Background: an optimization exercise with open tools, aiming at small area. Do not read the settings as production practice.
In this exercise RTL edits were held to simulation tests only and were not proved equivalent to the original.
Power figures rest on the tool's default switching activity, not on a simulated workload.

### flow/design.v
module owc_phy #(
    parameter integer CLKS_PER_US = 8
) (
    input  wire       clk,
    input  wire       rst_n,
    input  wire       start,       
    input  wire [1:0] kind,        
    input  wire       wbit,        
    input  wire       clr_state,   
    input  wire       ow_in,       
    output reg        ow_oe,       
    output reg        done,        
    output reg        sample,      
    output reg  [2:0] bus_state    
);
    localparam [1:0] K_RESET = 2'd0, K_WRITE = 2'd1, K_READ = 2'd2;
    localparam [1:0] P_IDLE = 2'd0, P_LOW = 2'd1, P_REL = 2'd2, P_HOLD = 2'd3;
    localparam integer T_RSTL     = 480;
    localparam integer T_MSP      = 60;
    localparam integer T_RSTH_REM = 420;
    localparam integer T_W1L      = 6;
    localparam integer T_W1R      = 64;
    localparam integer T_W0L      = 60;
    localparam integer T_REC      = 10;
    localparam integer T_RL       = 6;
    localparam integer T_RDV      = 9;
    localparam integer T_RREC     = 55;
    localparam [11:0] C_RSTL     = T_RSTL * CLKS_PER_US - 1;
    localparam [11:0] C_MSP      = T_MSP * CLKS_PER_US - 1;
    localparam [11:0] C_RSTH_REM = T_RSTH_REM * CLKS_PER_US - 1;
    localparam [11:0] C_W1L      = T_W1L * CLKS_PER_US - 1;
    localparam [11:0] C_W1R      = T_W1R * CLKS_PER_US - 1;
    localparam [11:0] C_W0L      = T_W0L * CLKS_PER_US - 1;
    localparam [11:0] C_REC      = T_REC * CLKS_PER_US - 1;
    localparam [11:0] C_RL       = T_RL * CLKS_PER_US - 1;
    localparam [11:0] C_RDV      = T_RDV * CLKS_PER_US - 1;
    localparam [11:0] C_RREC     = T_RREC * CLKS_PER_US - 1;
    reg [1:0]  state;
    reg [1:0]  cur_kind;
    reg        cur_bit;
    reg [11:0] cnt;
    wire [11:0] low_len = (kind == K_RESET) ? C_RSTL :
                          (kind == K_READ)  ? C_RL   :
                          (wbit ? C_W1L : C_W0L);
    wire [11:0] rel_len = (cur_kind == K_RESET) ? C_MSP :
                          (cur_kind == K_READ)  ? C_RDV :
                          (cur_bit ? C_W1R : C_REC);
    wire [11:0] hold_len = (cur_kind == K_RESET) ? C_RSTH_REM : C_RREC;
    always @(posedge clk or negedge rst_n) begin
        if (!rst_n) begin
            state     <= P_IDLE;
            cur_kind  <= K_RESET;
            cur_bit   <= 1'b0;
            cnt       <= 12'd0;
            ow_oe     <= 1'b0;
            done      <= 1'b0;
            sample    <= 1'b0;
            bus_state <= 3'd0;
        end else begin
            done <= 1'b0;
            case (state)
                P_IDLE: begin
                    if (start) begin
                        cur_kind  <= kind;
                        cur_bit   <= wbit;
                        cnt       <= low_len;
                        ow_oe     <= 1'b1;
                        bus_state <= (kind == K_RESET) ? 3'd1 : 3'd3;
                        state     <= P_LOW;
                    end else if (clr_state) begin
                        bus_state <= 3'd0;
                    end
                end
                P_LOW: begin
                    if (cnt == 12'd0) begin
                        ow_oe <= 1'b0;
                        cnt   <= rel_len;
                        if (cur_kind == K_RESET)
                            bus_state <= 3'd2;
                        state <= P_REL;
                    end else begin
                        cnt <= cnt - 12'd1;
                    end
                end
                P_REL: begin
                    if (cnt == 12'd0) begin
                        if (cur_kind == K_WRITE) begin
                            done  <= 1'b1;
                            state <= P_IDLE;
                        end else begin
                            sample <= ow_in;
                            cnt    <= hold_len;
                            state  <= P_HOLD;
                        end
                    end else begin
                        cnt <= cnt - 12'd1;
                    end
                end
                default: begin   
                    if (cnt == 12'd0) begin
                        done  <= 1'b1;
                        state <= P_IDLE;
                    end else begin
                        cnt <= cnt - 12'd1;
                    end
                end
            endcase
        end
    end
endmodule
module owc (
    input  wire        clk,
    input  wire        rst_n,
    input  wire        host_req,
    input  wire        host_we,
    input  wire [6:0]  host_addr,
    input  wire [1:0]  host_size,
    input  wire [31:0] host_wdata,
    output reg  [31:0] host_rdata,
    output wire        host_err,
    output wire        ow_oe,
    input  wire        ow_in,
    output wire        irq
);
    localparam [7:0] OP_BUS_RESET   = 8'h01, OP_WRITE_BIT   = 8'h02,
                     OP_READ_BIT    = 8'h03, OP_WRITE_BYTE  = 8'h04,
                     OP_READ_BYTE   = 8'h05, OP_READ_PAGE   = 8'h10,
                     OP_WRITE_PAGE  = 8'h11, OP_START_VCONV = 8'h20,
                     OP_START_TCONV = 8'h21, OP_HAS_DATA_V  = 8'h22,
                     OP_HAS_DATA_T  = 8'h23, OP_READ_VOLT   = 8'h24,
                     OP_READ_TEMP   = 8'h25, OP_GET_CURRENT = 8'h26,
                     OP_GET_CAP     = 8'h27, OP_ENABLE_IAD  = 8'h30,
                     OP_DISABLE_IAD = 8'h31, OP_ENABLE_CA   = 8'h32,
                     OP_DISABLE_CA  = 8'h33, OP_SELECT_IN   = 8'h34,
                     OP_DEC_TEMP    = 8'h40, OP_DEC_VOLT    = 8'h41,
                     OP_DEC_CURR    = 8'h42, OP_DEC_CAP     = 8'h43;
    localparam [7:0] W_SKIPROM = 8'hCC, W_RECALL = 8'hB8, W_READSP = 8'hBE,
                     W_WRITESP = 8'h4E, W_COPYSP = 8'h48, W_VCONV = 8'hB4,
                     W_TCONV = 8'h44;
    localparam [2:0] RC_OK = 3'd0, RC_DNF = 3'd1, RC_BADPARAM = 3'd2,
                     RC_OPERR = 3'd3, RC_ILLEGAL = 3'd4;
    localparam [2:0] F_RST = 3'd0, F_WBIT = 3'd1, F_RBIT = 3'd2,
                     F_WBYTE = 3'd3, F_RBYTE = 3'd4, F_READ = 3'd5,
                     F_WRITE = 3'd6, F_CONV = 3'd7;
    localparam [2:0] A_RESET = 3'd0, A_WBYTE = 3'd1, A_RBYTE = 3'd2,
                     A_WBIT = 3'd3, A_RBIT = 3'd4, A_END = 3'd5;
    localparam [2:0] S_IDLE = 3'd0, S_DISPATCH = 3'd1, S_STEP = 3'd2,
                     S_WAITRST = 3'd3, S_BIT = 3'd4, S_WAITBIT = 3'd5;
    localparam [1:0] K_RESET = 2'd0, K_WRITE = 2'd1, K_READ = 2'd2;
    reg [15:0] cmd_q;           
    reg        busy;
    reg        done;
    reg [2:0]  result;
    reg        present;
    reg        ready;
    reg        ovr;
    reg        ie;
    reg [7:0]  rxdata;
    reg [7:0]  data [0:8];
    reg [15:0] temp;            
    reg [9:0]  volt;
    reg [10:0] curr;            
    reg [7:0]  cap;
    wire [7:0] op  = cmd_q[15:8];
    wire [7:0] arg = cmd_q[7:0];
    reg [2:0] st;
    reg [2:0] frame;
    reg [4:0] step;
    reg [2:0] bitn;
    reg [7:0] shreg;
    reg       phase;           
    reg       rd_mode;         
    reg        phy_start;
    reg  [1:0] phy_kind;
    reg        phy_wbit;
    reg        phy_clr;
    wire       phy_done;
    wire       phy_sample;
    wire [2:0] bus_state;
    owc_phy #(.CLKS_PER_US(8)) u_phy (
        .clk       (clk),
        .rst_n     (rst_n),
        .start     (phy_start),
        .kind      (phy_kind),
        .wbit      (phy_wbit),
        .clr_state (phy_clr),
        .ow_in     (ow_in),
        .ow_oe     (ow_oe),
        .done      (phy_done),
        .sample    (phy_sample),
        .bus_state (bus_state)
    );
    wire is_mutator = (op == OP_ENABLE_IAD) || (op == OP_DISABLE_IAD) ||
                      (op == OP_ENABLE_CA)  || (op == OP_DISABLE_CA)  ||
                      (op == OP_SELECT_IN);
    wire is_conv_read = (op == OP_READ_VOLT) || (op == OP_READ_TEMP);
    wire is_raw = (op == OP_WRITE_BIT) || (op == OP_READ_BIT) ||
                  (op == OP_WRITE_BYTE) || (op == OP_READ_BYTE);
    wire is_decode = (op == OP_DEC_TEMP) || (op == OP_DEC_VOLT) ||
                     (op == OP_DEC_CURR) || (op == OP_DEC_CAP);
    wire is_legal = (op == OP_BUS_RESET) || is_raw ||
                    (op == OP_READ_PAGE) || (op == OP_WRITE_PAGE) ||
                    (op == OP_START_VCONV) || (op == OP_START_TCONV) ||
                    (op == OP_HAS_DATA_V) || (op == OP_HAS_DATA_T) ||
                    is_conv_read || (op == OP_GET_CURRENT) ||
                    (op == OP_GET_CAP) || is_mutator || is_decode;
    wire [7:0] page_n = ((op == OP_READ_PAGE) || (op == OP_WRITE_PAGE)) ? arg :
                        (op == OP_GET_CAP) ? 8'd1 : 8'd0;
    wire busy_bit = ((op == OP_HAS_DATA_V) || (op == OP_READ_VOLT)) ?
                    data[0][6] : data[0][4];
    function [15:0] dec_temp(input [7:0] b1, input [7:0] b2);
        reg [15:0] ip32;
        reg [15:0] fp;
        begin
            ip32 = {{3{b2[7]}}, b2, 5'b00000};
            fp   = {11'd0, b1[7:3]};
            dec_temp = b2[7] ? (ip32 - fp) : (ip32 + fp);
        end
    endfunction
    function [9:0] dec_volt(input [7:0] b3, input [7:0] b4);
        dec_volt = {b4[1:0], b3};
    endfunction
    function [10:0] dec_curr(input [7:0] b5, input [7:0] b6);
        reg [10:0] m;
        begin
            m = {1'b0, b6[1:0], b5};
            dec_curr = (b6[7:2] != 6'd0) ? (11'd0 - m) : m;
        end
    endfunction
    function [7:0] mutate(input [7:0] op_in, input b, input [7:0] x);
        case (op_in)
            OP_ENABLE_IAD:  mutate = x | 8'h01;
            OP_DISABLE_IAD: mutate = x & 8'hFE;
            OP_ENABLE_CA:   mutate = x | 8'h02;
            OP_DISABLE_CA:  mutate = x & 8'hFD;
            default:        mutate = b ? (x | 8'h08) : (x & 8'hF7);
        endcase
    endfunction
    reg [2:0] act;
    reg [7:0] act_byte;
    always @(*) begin
        act      = A_END;
        act_byte = 8'h00;
        case (frame)
            F_RST:   act = (step == 5'd0) ? A_RESET : A_END;
            F_WBIT:  act = (step == 5'd0) ? A_WBIT : A_END;
            F_RBIT:  act = (step == 5'd0) ? A_RBIT : A_END;
            F_WBYTE: begin
                act      = (step == 5'd0) ? A_WBYTE : A_END;
                act_byte = arg;
            end
            F_RBYTE: act = (step == 5'd0) ? A_RBYTE : A_END;
            F_READ: begin
                case (step)
                    5'd0, 5'd4: act = A_RESET;
                    5'd1, 5'd5: begin act = A_WBYTE; act_byte = W_SKIPROM; end
                    5'd2:       begin act = A_WBYTE; act_byte = W_RECALL;  end
                    5'd6:       begin act = A_WBYTE; act_byte = W_READSP;  end
                    5'd3, 5'd7: begin act = A_WBYTE; act_byte = page_n;    end
                    default:    act = (step <= 5'd16) ? A_RBYTE : A_END;
                endcase
            end
            F_WRITE: begin
                case (step)
                    5'd0, 5'd13: act = A_RESET;
                    5'd1, 5'd14: begin act = A_WBYTE; act_byte = W_SKIPROM; end
                    5'd2:        begin act = A_WBYTE; act_byte = W_WRITESP; end
                    5'd15:       begin act = A_WBYTE; act_byte = W_COPYSP;  end
                    5'd3, 5'd16: begin act = A_WBYTE; act_byte = page_n;    end
                    default: begin
                        if (step <= 5'd12) begin
                            act      = A_WBYTE;
                            act_byte = data[step - 5'd4];
                        end else begin
                            act = A_END;
                        end
                    end
                endcase
            end
            default: begin   
                case (step)
                    5'd0: act = A_RESET;
                    5'd1: begin act = A_WBYTE; act_byte = W_SKIPROM; end
                    5'd2: begin
                        act      = A_WBYTE;
                        act_byte = (op == OP_READ_VOLT || op == OP_START_VCONV) ?
                                   W_VCONV : W_TCONV;
                    end
                    default: act = A_END;
                endcase
            end
        endcase
    end
    assign host_err = host_req && ((host_size != 2'b10) || (host_addr[1:0] != 2'b00));
    wire       acc_ok = host_req && !host_err;
    wire       wr     = acc_ok && host_we;
    wire [4:0] widx   = host_addr[6:2];
    wire wr_cmd    = wr && (widx == 5'd0);
    wire wr_status = wr && (widx == 5'd1);
    wire wr_ctrl   = wr && (widx == 5'd2);
    wire accept    = wr_cmd && !busy;
    wire [2:0]  bus_state_vis = busy ? bus_state : 3'd0;
    wire [31:0] status_word = {21'd0, bus_state_vis, ovr, ready, present, result, done, busy};
    always @(*) begin
        case (widx)
            5'd0:  host_rdata = {16'd0, cmd_q};
            5'd1:  host_rdata = status_word;
            5'd2:  host_rdata = {31'd0, ie};
            5'd3:  host_rdata = {24'd0, rxdata};
            5'd4:  host_rdata = {24'd0, data[0]};
            5'd5:  host_rdata = {24'd0, data[1]};
            5'd6:  host_rdata = {24'd0, data[2]};
            5'd7:  host_rdata = {24'd0, data[3]};
            5'd8:  host_rdata = {24'd0, data[4]};
            5'd9:  host_rdata = {24'd0, data[5]};
            5'd10: host_rdata = {24'd0, data[6]};
            5'd11: host_rdata = {24'd0, data[7]};
            5'd12: host_rdata = {24'd0, data[8]};
            5'd16: host_rdata = {{16{temp[15]}}, temp};
            5'd17: host_rdata = {22'd0, volt};
            5'd18: host_rdata = {{21{curr[10]}}, curr};
            5'd19: host_rdata = {24'd0, cap};
            default: host_rdata = 32'd0;
        endcase
    end
    assign irq = ie & done;
    reg       fin;             
    reg [2:0] fin_code;
    integer k;
    always @(posedge clk or negedge rst_n) begin
        if (!rst_n) begin
            cmd_q     <= 16'd0;
            busy      <= 1'b0;
            done      <= 1'b0;
            result    <= RC_OK;
            present   <= 1'b0;
            ready     <= 1'b0;
            ovr       <= 1'b0;
            ie        <= 1'b0;
            rxdata    <= 8'd0;
            for (k = 0; k < 9; k = k + 1)
                data[k] <= 8'd0;
            temp      <= 16'd0;
            volt      <= 10'd0;
            curr      <= 11'd0;
            cap       <= 8'd0;
            st        <= S_IDLE;
            frame     <= F_RST;
            step      <= 5'd0;
            bitn      <= 3'd0;
            shreg     <= 8'd0;
            phase     <= 1'b0;
            rd_mode   <= 1'b0;
            phy_start <= 1'b0;
            phy_kind  <= K_RESET;
            phy_wbit  <= 1'b0;
            phy_clr   <= 1'b0;
        end else begin
            phy_start <= 1'b0;
            phy_clr   <= 1'b0;
            fin       = 1'b0;
            fin_code  = RC_OK;
            if (wr_status) begin
                if (host_wdata[1]) done <= 1'b0;
                if (host_wdata[7]) ovr  <= 1'b0;
            end
            if (wr_ctrl)
                ie <= host_wdata[0];
            if (wr && !busy && (widx >= 5'd4) && (widx <= 5'd12))
                data[widx - 5'd4] <= host_wdata[7:0];
            if (wr_cmd && busy)
                ovr <= 1'b1;
            if (accept) begin
                cmd_q <= host_wdata[15:0];
                busy  <= 1'b1;
                done  <= 1'b0;
                st    <= S_DISPATCH;
            end
            case (st)
                S_DISPATCH: begin
                    step  <= 5'd0;
                    phase <= 1'b0;
                    st    <= S_STEP;
                    if (!is_legal) begin
                        fin = 1'b1; fin_code = RC_ILLEGAL;
                    end else if (is_decode) begin
                        case (op)
                            OP_DEC_TEMP: temp <= dec_temp(data[1], data[2]);
                            OP_DEC_VOLT: volt <= dec_volt(data[3], data[4]);
                            OP_DEC_CURR: curr <= dec_curr(data[5], data[6]);
                            default:     cap  <= data[4];
                        endcase
                        fin = 1'b1; fin_code = RC_OK;
                    end else if (((op == OP_READ_PAGE) || (op == OP_WRITE_PAGE)) &&
                                 (arg > 8'd7)) begin
                        fin = 1'b1; fin_code = RC_BADPARAM;
                    end else if (is_raw && !present) begin
                        fin = 1'b1; fin_code = RC_DNF;
                    end else begin
                        case (op)
                            OP_BUS_RESET:   frame <= F_RST;
                            OP_WRITE_BIT:   frame <= F_WBIT;
                            OP_READ_BIT:    frame <= F_RBIT;
                            OP_WRITE_BYTE:  frame <= F_WBYTE;
                            OP_READ_BYTE:   frame <= F_RBYTE;
                            OP_WRITE_PAGE:  frame <= F_WRITE;
                            OP_START_VCONV, OP_START_TCONV,
                            OP_READ_VOLT, OP_READ_TEMP: frame <= F_CONV;
                            default:        frame <= F_READ;
                        endcase
                    end
                end
                S_STEP: begin
                    case (act)
                        A_RESET: begin
                            phy_start <= 1'b1;
                            phy_kind  <= K_RESET;
                            st        <= S_WAITRST;
                        end
                        A_WBYTE, A_WBIT: begin
                            shreg   <= act_byte;
                            bitn    <= 3'd0;
                            rd_mode <= 1'b0;
                            st      <= S_BIT;
                            if (act == A_WBIT)
                                shreg <= {7'd0, arg[0]};
                        end
                        A_RBYTE, A_RBIT: begin
                            bitn    <= 3'd0;
                            rd_mode <= 1'b1;
                            st      <= S_BIT;
                        end
                        default: begin   
                            step <= 5'd0;
                            if (is_mutator && !phase) begin
                                data[0] <= mutate(op, arg[0], data[0]);
                                phase   <= 1'b1;
                                frame   <= F_WRITE;
                            end else if (is_conv_read && !phase) begin
                                phase <= 1'b1;
                                frame <= F_READ;
                            end else if (is_conv_read && busy_bit) begin
                                frame <= F_READ;      
                            end else begin
                                if (op == OP_HAS_DATA_V || op == OP_HAS_DATA_T)
                                    ready <= ~busy_bit;
                                if (is_conv_read)
                                    ready <= 1'b1;
                                if (op == OP_READ_VOLT)
                                    volt <= dec_volt(data[3], data[4]);
                                if (op == OP_READ_TEMP)
                                    temp <= dec_temp(data[1], data[2]);
                                if (op == OP_GET_CURRENT)
                                    curr <= dec_curr(data[5], data[6]);
                                if (op == OP_GET_CAP)
                                    cap <= data[4];
                                fin = 1'b1; fin_code = RC_OK;
                            end
                        end
                    endcase
                end
                S_WAITRST: begin
                    if (phy_done) begin
                        present <= ~phy_sample;
                        if (phy_sample && (op != OP_BUS_RESET)) begin
                            fin = 1'b1;
                            fin_code = (is_mutator && phase) ? RC_OPERR : RC_DNF;
                        end else begin
                            step <= step + 5'd1;
                            st   <= S_STEP;
                        end
                    end
                end
                S_BIT: begin
                    phy_start <= 1'b1;
                    phy_kind  <= rd_mode ? K_READ : K_WRITE;
                    phy_wbit  <= shreg[0];
                    st        <= S_WAITBIT;
                end
                S_WAITBIT: begin
                    if (phy_done) begin
                        if (rd_mode)
                            shreg <= {phy_sample, shreg[7:1]};
                        else
                            shreg <= {1'b0, shreg[7:1]};
                        if ((bitn == 3'd7) || (frame == F_WBIT) || (frame == F_RBIT)) begin
                            if (frame == F_RBIT)
                                rxdata <= {7'd0, phy_sample};
                            else if (frame == F_RBYTE)
                                rxdata <= {phy_sample, shreg[7:1]};
                            else if (frame == F_READ && rd_mode)
                                data[step - 5'd8] <= {phy_sample, shreg[7:1]};
                            step <= step + 5'd1;
                            st   <= S_STEP;
                        end else begin
                            bitn <= bitn + 3'd1;
                            st   <= S_BIT;
                        end
                    end
                end
                default: ;   
            endcase
            if (fin) begin
                result  <= fin_code;
                busy    <= 1'b0;
                done    <= 1'b1;
                st      <= S_IDLE;
                phy_clr <= 1'b1;
            end
        end
    end
endmodule
### flow/run.sh
#!/bin/bash
# synth_recipe.tcl (not shown) runs the flow's synth.tcl, then flattens the netlist and writes it again
# the make line also repeats each setting of config.mk as NAME=value (left out here)
make -C /OpenROAD-flow-scripts/flow DESIGN_CONFIG=/design/flow/config.mk WORK_HOME=/design/flow/orfs CLKGATE_MAP_FILE= SYNTH_SCRIPT=/design/flow/synth_recipe.tcl finish
### flow/config.mk
export PLATFORM = sky130hd
export DESIGN_NAME = owc
export DESIGN_NICKNAME = owc
export VERILOG_FILES = /design/flow/design.v
export SDC_FILE = /design/flow/constraint.sdc
export NUM_CORES = 4
export LEC_CHECK = 0
export CAP_MARGIN = 20
export CORE_MARGIN = 2
export CORE_UTILIZATION = 40
export SLEW_MARGIN = 20
### flow/constraint.sdc
create_clock -name core_clock -period 125.0 [get_ports {clk}]
set_input_delay 25.0000 -clock core_clock [delete_from_list [all_inputs] [get_ports {clk}]]
set_output_delay 25.0000 -clock core_clock [all_outputs]
set_load 0.01 [all_outputs]
==> run summary <==
## per-stage QoR
stage,hold WS [ns],cells
floorplan,0.450,1507
global placement,0.463,1866
detailed placement,0.480,1868
CTS,0.495,1900
global route,0.522,1900
finish,0.495,1900
## critical path, cell delays in order
cell             delay (ns)
clkdlybuf4s50_1        0.73
nor2_1                 0.66
and4b_1                0.77
a222oi_1               0.19
nand3_1                0.16
a21oi_1                0.05
nand4_1                0.19
clkdlybuf4s50_1        0.61
## cells in the mapped netlist (6+ instances only)
| cell type | count |
|---|---|
| o211ai_1 | 9 |
| xor2_1 | 6 |
| dfrtp_1 | 199 |
| nor3_1 | 38 |
| nor4_1 | 13 |
| nor4b_1 | 7 |
| or3_1 | 20 |
| clkbuf_1 | 99 |
| a31o_2 | 9 |
| and2_1 | 8 |
| buf_1 | 8 |
| mux2i_1 | 43 |
| nand4_1 | 17 |
| a21oi_1 | 155 |
| a222oi_1 | 8 |
| a221oi_1 | 36 |
| o31ai_1 | 10 |
| xnor2_1 | 16 |
| a32oi_1 | 6 |
| a22o_1 | 32 |
| or2_2 | 6 |
| nand2_1 | 149 |
| nor2_1 | 177 |
| and3_1 | 6 |
| mux2_4 | 10 |
| a31oi_1 | 16 |
| a22oi_1 | 23 |
| buf_4 | 15 |
| a21o_1 | 10 |
| nand2b_1 | 15 |
| nand3_1 | 41 |
| mux2_2 | 52 |
| o21ai_0 | 85 |
| ha_1 | 10 |
| nor2b_1 | 15 |
| inv_1 | 32 |
| o21a_1 | 6 |
| o22ai_1 | 11 |
## worst min path at each step
stage	depth (start not counted)	to	startpoint	slack (ns)
after detailed placement	2	rxdata[5]	rxdata[5]	0.48
after global routing	2	rxdata[6]	rxdata[6]	0.52
after global placement	2	rxdata[6]	rxdata[6]	0.46
after floorplan	2	rxdata[4]	rxdata[4]	0.45
after CTS	2	rxdata[3]	rxdata[3]	0.49
final	2	rxdata[3]	rxdata[3]	0.49
## where the power goes
group,internal [mW],leakage (nW),switching [mW],total (mW)
Combinational,0.0248,3.45,0.0311,0.0559
Clock,0.0284,0.273,0.0270,0.0553
Sequential,0.0751,2.24,0.0196,0.0947
## flip-flops by register name, indices dropped and copies added (netlist names), 5 cells and up
name	count
u_phy.cnt	12
shreg	8
data	72
curr	11
cap	8
volt	10
temp	14
step	5
cmd_q	16
rxdata	8
## per-layer routing
layer / GRT usage / up-vias / wire, um
met5: 0.0267 / - / 119
met1: 0.413 / 5940 / 21700
li1: - / 5478 / -
met2: 0.430 / 610 / 20400
met4: 0.0896 / 2 / 1360
met3: 0.0796 / 96 / 4700
## area by class of cell
class / count / area [um^2]
Clock buffer: 20 / 447
Timing Repair Buffer: 88 / 828
Tap cell: 402 / 503
Multi-Input combinational cell: 1142 / 7150
Fill cell: 3106 / 17400
Clock inverter: 12 / 119
Sequential cell: 199 / 4980
Inverter: 37 / 139
## cell families (layout without fill, tap and decap cells)
family | after synthesis | after routing | synth area share
adders and majority gates | 10 | 10 | 0.00978
AOI/OAI and AO/OA | 466 | 466 | 0.240
muxes | 105 | 105 | 0.0912
and+or+nand+nor | 539 | 539 | 0.200
buffers and inverters | 166 | 157 | 0.0548
xor gates and xnor gates | 22 | 22 | 0.0151
DFF | 199 | 199 | 0.389
==> reports/qor.yml <==
floorplanning:
  core_area_um2: 31600
  die-area_um2: 33400
  ios: 81
  die_w_um: 183
  die_h_um: 183
  start_util: 0.405
  rows: 65
logic_synthesis:
  ys_seq_area_frac: 0.389
  netlist.area_leader.share: 0.389
  yosysWarnings: 3
  yosys.area.top_type: "dfrtp_1"
  synthFlopType: "dfrtp_1"
  syn_inst: 1507
  syn_area_um2: 12800
  synth_edf_count: 0
  postSynthAreaPerCell_um2: 8.49
  synth_fp_nets: 1563
  ys_seq_elements: 199
  ys_async_sr_fraction: 1.00
  synthTopCellsByArea: "dfrtp_1 (39%), a21oi_1 (6.1%), nor2_1 (5.2%), mux2_2 (4.6%), nand2_1 (4.4%)"
  yosysUniqueCellTypes: 77
setup_path:
  reg2reg_slack_ns: 120.54
  reg2regPathDepth: 10
  r2r-start: "step[0]"
  cp-startpoint: "host_addr[2]"
  critical_path.endpoint_type: "primary output"
  required_ns: 100.00
  cp_max_fo: 14
  reg2reg_to: "temp[6]"
  crit_type: "in -> out"
  crit_path_end: "host_rdata[0]"
  cp.arrival_ns: 28.38
  cp-start-kind: "input pin"
layout:
  fin_nets: 1541
  final_cell_mix: "dfrtp_1 (199), nor2_1 (177), a21oi_1 (155), nand2_1 (149), o21ai_0 (85)"
  fin_util: 0.449
  synthToLayoutAreaGrowth_pct: 10.8
  mostFrequentLayoutCell: "dfrtp_1"
  layout-drive-gt1-share: 0.101
  diodes: 0
  fin_area_um2: 14200
clocking:
  numCtsBuffers: 17
  clockRootBuffer: "clkbuf_16"
  cts_hold_buffers: 0
  clock_path_buffers: 2
  cts_tree: "done"
  clock-sinks: 199
  cts_setup_buffers: 0
  h-tree-depth: 4
  cts_resized: 0
  clkTransAtPathRegs_ns: 0.07
  clk_latency_ns: 0.46
grt:
  overflow: 0
  grt_max_degree: 73
  grt_antenna_before_repair: 0
  grt_pass1_vias: 11400
  grt_pass1_wl_um: 72500
  grt_usage: 0.291
timing:
  fmaxAchievable_ghz: 0.0187
  setup_violations: 0
  final_max_slew_viol_count: 0
  timing.final.crit_share: 0.427
  worst_pin_slew_ns: 1.14
  max_slew_margin: 0.237
  worst_slack_ns: 71.62
  fin_tns_setup_ns: 0
  fin_skew_ns: 0.0171
  hold_viol: 0
  rsz0062_at_grt: "no"
  period_needed_ns: 53.38
drt:
  vias_per_cell: 6.38
  wl_per_cell_um: 25.4
  detail_route.iter0.violations: 1378
  drt_wl_total_um: 48300
  drc: 0
  vias: 12100
  firstDrtPassIters: 6
  ant_nets: 0
power_and_ir_drop:
  totalPowerFinal_mw: 0.206
  ir_worst_vdd_mv: 0.0106
  p_per_area_nw_per_um2: 14.5
  p_leak_nw: 5.96
place:
  hpwl_um: 34500
  io_buffer_count: 64
  place_area_um2: 13600
  gp_congestion: 0.947
  post-place-ws_ns: 71.93
hold_path:
  worstHoldPathType: "reg -> reg"
job:
  cap_violations: 0
run_status:
  status: "finished clean"

[port drivers added, routing unchanged]
In the flow no input, the clock included, has a driving cell. The finished layout below was timed again as built, in two steps.
Step 1 assumes that a clkbuf_16 drives the clock port and a buf_2 every other input.
Step 2 adds t to the input delays and takes it off the output delays; t is the mean of the earliest and latest rising clock arrival at the registers after step 1. Input paths then give back, and output paths get back, about the clock's delay inside the block.
Slacks: ideal ports / drivers / drivers and shift; pairs: ideal ports / drivers.
shift t [ns]: 0.504
setup WS [ns]: 71.620 / 71.594 / 71.594
hold WS [ns]: 0.495 / 0.495 / 0.495
slew at the worst register clock pin (ns): 0.08 / 0.08
cell pins on the clock port's net: 1
After both steps this run still meets setup and hold. For this run, drivers alone change the setup slack by -0.026 ns; drivers and shift together by -0.026 ns.
